From an optimization exercise on the open Yosys and OpenROAD flow, aimed at small area, a short achievable clock period and few clock cycles; shortcuts taken in it are not production practice. At most, simulation tests tie the RTL to the original design; equivalence was not proved. No activity file was given, so power comes from the tool's default toggle rates.

== old ==
Design ep_bitacc, start of the top module:
module ep_bitacc #(
    parameter ERR_W = 8
) (
    input  wire             clk,
    input  wire             rst,           
    input  wire             cmd_valid,
    output wire             cmd_ready,
    input  wire [39:0]      cmd_word,
    output wire             out_valid,
    output wire [7:0]       out_data,
    input  wire             out_ready,
    input  wire             out_err,
    input  wire [ERR_W-1:0] out_err_code,
    output wire             err_flag,
    output wire [ERR_W-1:0] err_code
);
For scale: ~460 cells after synthesis, ~52 flip-flops, roughly 4400 µm² of cells after synthesis.
export LEC_CHECK = 0
export CAP_MARGIN = 20
export CORE_MARGIN = 2
export CORE_UTILIZATION = 40
export SETUP_SLACK_MARGIN = 2.6
export SLEW_MARGIN = 20
create_clock -name core_clock -period 5.5 [get_ports {clk}]
standard.sh (not shown) runs the stock make flow with config.mk's settings and CLKGATE_MAP_FILE= SYNTH_SCRIPT=/design/flow/synth_recipe.tcl, a recipe that flattens the netlist after the stock synthesis.
==> flow/flow/run.sh <==
#!/bin/bash
# Standard ORFS layout, with plain buffers on the ports instead of the
# delay-cell buffers that buffer_ports picks by default.
set -euo pipefail
export BUFFER_PORTS_ARGS="-buffer_cell sky130_fd_sc_hd__buf_2"
bash standard.sh > standard.log 2>&1
old ran to completion and came out clean on the timing, DRC and antenna checks.
Testbench counts of old, summed over its fixed seeds: cycles 16,983.
The inputs of new differ from those of old as listed below.
Settings: a deleted SETUP_SLACK_MARGIN that had been 2.6.
--- outcome ---
Summary of new over old: count of clock-buffer cells in the layout higher; layout buffer count excluding clock buffers now sits lower; power share of the sequential group up 7.5 points.
old vs new, timing endpoint of the critical path: out_data[0] vs acc[33]
new ended with less first-pass GRT wire length than old.
Relative to old, number of standard cells in the layout, taps in and fillers out decreased by 43 in new.
In the tables for old and new, final instance area reads lower with new.
Dominant power group = combinational logic: old; dominant power group = registers: new
Setup slack: new vs old down 0.49 ns

* * *

ep_bitacc, a different RTL version from the one above (not shown whole).
For scale: roughly 300 cells after synthesis, about 59 flip-flops, roughly 72 I/O pins, ~0.0032 mm^2 of cells after synthesis.
## ep_bitacc
module ep_bitacc #(
    parameter ERR_W = 8
) (
    input  wire             clk,
    input  wire             rst,           
    input  wire             cmd_valid,
    output wire             cmd_ready,
    input  wire [39:0]      cmd_word,
    output wire             out_valid,
    output wire [7:0]       out_data,
    input  wire             out_ready,
    input  wire             out_err,
    input  wire [ERR_W-1:0] out_err_code,
    output wire             err_flag,
    output wire [ERR_W-1:0] err_code
);
    reg [31:0]      v;           
    reg [7:0]       pb;          
    reg [2:0]       pc;          
    reg [2:0]       pn;          
    reg [2:0]       f;           
    reg [4:0]       kh;          
    reg             first;       
    reg             busy;        
    reg [1:0]       z;           
    reg             err_flag_r;
    wire [1:0]  op    = cmd_word[39:38];
    wire        is_wr = (op == 2'b00);
    wire        is_tr = (op == 2'b10);
    wire [5:0]  w_eff = is_wr ? cmd_word[37:32] : {5'd0, is_tr};
    wire [5:0]  len   = {3'd0, pn} + w_eff;
    wire [5:0]  lm1   = len - 6'd1;
    wire        owes  = is_wr ? (len[5:3] != 3'd0) : (len != 6'd0);
    wire [46:0] vy = {8'd0, v, 7'd0};
    wire [14:0] win = ({15{kh[0]}} & vy[14:0])  | ({15{kh[1]}} & vy[22:8]) |
                      ({15{kh[2]}} & vy[30:16]) | ({15{kh[3]}} & vy[38:24]) |
                      ({15{kh[4]}} & vy[46:32]);
    wire [14:0] wf1 = f[2] ? win[14:4] : win[10:0];
    wire [14:0] wf2 = f[1] ? wf1[10:2] : wf1[8:0];
    wire [7:0]  ext = f[0] ? wf2[8:1]  : wf2[7:0];
    wire [7:0]  tm  = first ? ~(8'hFF >> pc) : 8'h00;
    wire [7:0]  byte_raw = (ext & ~tm) | (pb & tm);
    wire hi_zero = (byte_raw[7:2] == 6'd0);
    wire stuff   = z[1] & hi_zero;
    wire is_zero = hi_zero & (byte_raw[1:0] == 2'd0);
    wire last    = (pn != 3'd0) ? kh[1] : kh[0];
    wire accept  = !busy && cmd_valid && !err_flag_r;
    wire fail    = busy && out_ready && out_err;
    assign cmd_ready = !busy && !rst;
    assign out_valid = busy && !rst;
  ...
Settings: LEC_CHECK=0, CAP_MARGIN=20, CORE_MARGIN=2, CORE_UTILIZATION=40, SLEW_MARGIN=20; clock period 5.5 ns.
==> flow/flow/run.sh <==
#!/bin/bash
# Standard ORFS layout, with plain buffers on the ports instead of the
# delay-cell buffers that buffer_ports picks by default.
set -euo pipefail
export BUFFER_PORTS_ARGS="-buffer_cell sky130_fd_sc_hd__buf_1"
bash standard.sh > standard.log 2>&1
Testbench counts at the start, summed over its fixed seeds: cycles 16,983.
Next try:
--- a/flow/flow/run.sh
+++ b/flow/flow/run.sh
@@ -5 +5 @@
-export BUFFER_PORTS_ARGS="-buffer_cell sky130_fd_sc_hd__buf_1"
+export BUFFER_PORTS_ARGS="-buffer_cell sky130_fd_sc_hd__buf_2"
Settings changed: CORE_UTILIZATION 40 to 55, SETUP_SLACK_MARGIN set to 1.0.
=>
- routed wire length is lower by 4.1%
- non-clock buffer count falls by 1
- combinational power grows by about 3%
- clock skew barely changes
- cell area climbs by about 2.3%
- synthesized area stays the same
- die area went down by 26%
- via count came out higher by 2.1%
- sequential share of layout area came out lower by 1.0 points
- final cell count went down by 6.6%
- flip-flop and latch count is unchanged
Next try:
--- a/flow/flow/run.sh
+++ b/flow/flow/run.sh
@@ -5 +5 @@
-export BUFFER_PORTS_ARGS="-buffer_cell sky130_fd_sc_hd__buf_2"
+export BUFFER_PORTS_ARGS="-buffer_cell sky130_fd_sc_hd__buf_1"
Settings changed: CORE_UTILIZATION 55 to 40, SETUP_SLACK_MARGIN 1.0 to 1.8.
Outcome: Via count rises by 6.3%; area after synthesis stays the same; first-iteration DRC count falls by about 45%; critical path depth rises by 2; sequential cell count is unchanged; non-clock buffer count rises by 45; global-route usage falls by 4.2 points; total power rises by about 2%; cell area rises by 12%; count of clock-buffer cells in the layout does not change; sequential power falls by about 2%.
Next try:
Settings changed: SETUP_SLACK_MARGIN 1.8 to 1.4.
What happened:
- global-route usage came out lower by 0.76 points
- setup slack is worse by 0.044 ns
- register-to-register slack is better by 0.77 ns
- total power came out lower by 4.9%
- wire length came out lower by 7.4%
- synthesized area does not change

* * *

## job 6402
Starting RTL as in the previous note.
export LEC_CHECK = 0
export CAP_MARGIN = 20
export CORE_MARGIN = 2
export CORE_UTILIZATION = 40
export SETUP_SLACK_MARGIN = 2.0
export SLEW_MARGIN = 20
create_clock -name core_clock -period 5.5 [get_ports {clk}]
==> flow/flow/run.sh <==
#!/bin/bash
# Standard ORFS layout, with plain buffers on the ports instead of the
# delay-cell buffers that buffer_ports picks by default.
set -euo pipefail
export BUFFER_PORTS_ARGS="-buffer_cell sky130_fd_sc_hd__buf_2"
bash standard.sh > standard.log 2>&1
Testbench counts of job 6402, summed over its fixed seeds: cycles 16,983.
The following lists how job 1167 was set up differently from job 6402:
- SETUP_SLACK_MARGIN no longer set, was 2.0
- CORE_UTILIZATION now 55, was 40
- CTS_CLUSTER_SIZE now 60, previously not set
- CTS_CLUSTER_DIAMETER now 200, previously not set
Results
[compare] base=job 6402 new=job 1167: maximum fanout encountered on the critical timing path now sits higher, post-layout minimum cycle time higher, number of cells on the critical path shrank by 1, final setup slack of the worst path went down by 330 ps, via count went down. | wire length | job 1167 vs job 6402 | better |.
Changes in job 3594 relative to job 1167:
- putting SETUP_SLACK_MARGIN at 1.4 where nothing was set
- clearing CTS_CLUSTER_DIAMETER, which used to be 200
- clearing CTS_CLUSTER_SIZE, which used to be 60
- swapping 55 for 40 in CORE_UTILIZATION
==> comparison <==
Diff job 1167 -> job 3594 | number of buffers inserted by post-CTS setup repair | increase of 14. Half-perimeter wire length after placement in job 3594 vs job 1167: up 5.8%. For the die extent in x, job 3594 came in 16% higher than job 1167 did. Count of clock-buffer cells in the layout: job 3594 vs job 1167 up 2. The die used by job 3594 is larger than the one used by job 1167. Looking at standard cell with the maximum stage delay on the critical path, the edfxtp_1 result is from job 1167; the mux4_2 one comes from job 3594. Summary of job 3594 over job 1167: setup slack shows an increase of 290 ps, global routing usage on met3 shows a reduction of 3.0 points.
Modified inputs, job 6797 compared to job 3594
==> flow/flow/run.sh <==
#!/bin/bash
# Standard ORFS layout, with plain buffers on the ports instead of the
# delay-cell buffers that buffer_ports picks by default, and a flat clock
# tree (one level of clkbuf_16) for this small register count.
set -euo pipefail
export BUFFER_PORTS_ARGS="-buffer_cell sky130_fd_sc_hd__buf_1"
export CTS_ARGS="-sink_clustering_enable -repair_clock_nets -root_buf sky130_fd_sc_hd__clkbuf_16 -buf_list sky130_fd_sc_hd__clkbuf_16 -sink_clustering_size 64 -sink_clustering_max_diameter 1000"
bash standard.sh > standard.log 2>&1
## What came out
Number of cells on the worst reg-to-reg path up 1 in job 6797 wrt job 3594. Going from job 3594 to job 6797, hold slack was more or less identical, total length of routed wires went down by about 2.7%, post-place instance area went down by about 2.3%, area after synthesis was more or less identical, cell area went up by about 0.35%. Tap cell instance count across job 3594 and job 6797: no real change.

* * *

Setup of raven:
ep_bitacc, a different RTL version from the one above (not shown whole).
Size: ~530 cells after synthesis, about 58 flip-flops, ~72 I/O pins, ~0.0049 sq mm of cells after synthesis.
Settings: LEC_CHECK=0, CAP_MARGIN=20, CORE_MARGIN=2, CORE_UTILIZATION=40, SLEW_MARGIN=20; clock period 5.5 ns.
==> flow/flow/run.sh <==
#!/bin/bash
# Standard ORFS layout, with plain buffers on the ports instead of the
# delay-cell buffers that buffer_ports picks by default.
set -euo pipefail
export BUFFER_PORTS_ARGS="-buffer_cell sky130_fd_sc_hd__buf_2"
bash standard.sh > standard.log 2>&1
### raven -> umber
==> flow/run.sh (new file) <==
#!/bin/bash
# synth_recipe.tcl (not shown) runs the flow's synth.tcl, then flattens the netlist and writes it again
# the make line also repeats each setting of config.mk as NAME=value (left out here)
make -C /OpenROAD-flow-scripts/flow DESIGN_CONFIG=/design/flow/config.mk WORK_HOME=/design/flow/orfs CLKGATE_MAP_FILE= SYNTH_SCRIPT=/design/flow/synth_recipe.tcl finish
removed: flow/flow/run.sh
removed: flow/standard.sh
Results
umber vs. raven: non-clock buffering overhead in the final layout picked up an extra 5.6 points, global-route wire length before repair lost 280 microns. umber: post-route worst setup slack 0.45 ns below raven. NOTE: total via count after detailed routing in umber falls short of that of raven. Of raven and umber, the run reporting the lower maximum single-stage delay on the critical path was raven. Taking raven over umber, the maximum clock frequency ratio works out to 1.11. Summary — multi-input gate share of total cell area, umber relative to raven: lower, by 3.1 points. Taking raven as the reference, in umber final worst hold slack grew by 0.0086 ns; multi-input combinational cell count held steady. From raven to umber the numbers moved as follows: number of global-route vias before repair fell by about 2%, count of clock buffers in the final design rose by 1.
No functional check of the RTL was part of any run of this note.

-- afterwards: timing with drivers on the ports --
How much do the figures lean on ideal ports? The routed layouts below were timed once more, with nothing changed but the port constraints. Step 1 (the two cells are an assumption about what drives the block):
set clk [get_ports {clk}]
set_driving_cell -lib_cell sky130_fd_sc_hd__clkbuf_16 $clk
set_driving_cell -lib_cell sky130_fd_sc_hd__buf_2 [delete_from_list [all_inputs] $clk]
Step 2 moves the port delays by t, midway between the first and last clock arrival at a register: inputs arrive t later, outputs are due t later. That takes back most of the time a late clock gives input paths. Slacks: ideal / step 1 / step 2; pairs: ideal / step 1.
run	shift t [ns]	setup WS [ns]	hold slack, ns	slew at the worst register clock pin (ns)
old	0.346	2.211 / 2.181 / 2.128	0.465 / 0.465 / 0.465	0.11 / 0.11
new	0.332	1.722 / 1.735 / 1.403	0.469 / 0.469 / 0.469	0.10 / 0.10
the first run of note 2	0.374	1.173 / 1.143 / 1.517	0.467 / 0.467 / 0.467	0.08 / 0.08
the second run of note 2	0.381	1.202 / 1.171 / 1.552	0.470 / 0.470 / 0.470	0.07 / 0.07
the third run of note 2	0.378	1.478 / 1.446 / 1.544	0.466 / 0.466 / 0.466	0.08 / 0.08
the fourth run of note 2	0.377	1.435 / 1.403 / 1.552	0.467 / 0.467 / 0.467	0.08 / 0.08
job 6402	0.377	1.532 / 1.500 / 1.876	0.463 / 0.463 / 0.463	0.07 / 0.07
job 1167	0.381	1.202 / 1.171 / 1.552	0.470 / 0.470 / 0.470	0.07 / 0.07
job 3594	0.371	1.490 / 1.457 / 1.592	0.467 / 0.467 / 0.467	0.07 / 0.07
job 6797	0.367	1.580 / 1.547 / 1.550	0.464 / 0.464 / 0.464	0.06 / 0.06
raven	0.373	1.299 / 1.259 / 1.274	0.466 / 0.466 / 0.466	0.06 / 0.06
umber	0.372	0.854 / 0.813 / 0.873	0.475 / 0.475 / 0.475	0.06 / 0.06
After both steps every run listed still meets setup and hold. The setup slack of new, which loses most, moves by +0.013 ns with the drivers and by -0.319 ns with both steps.
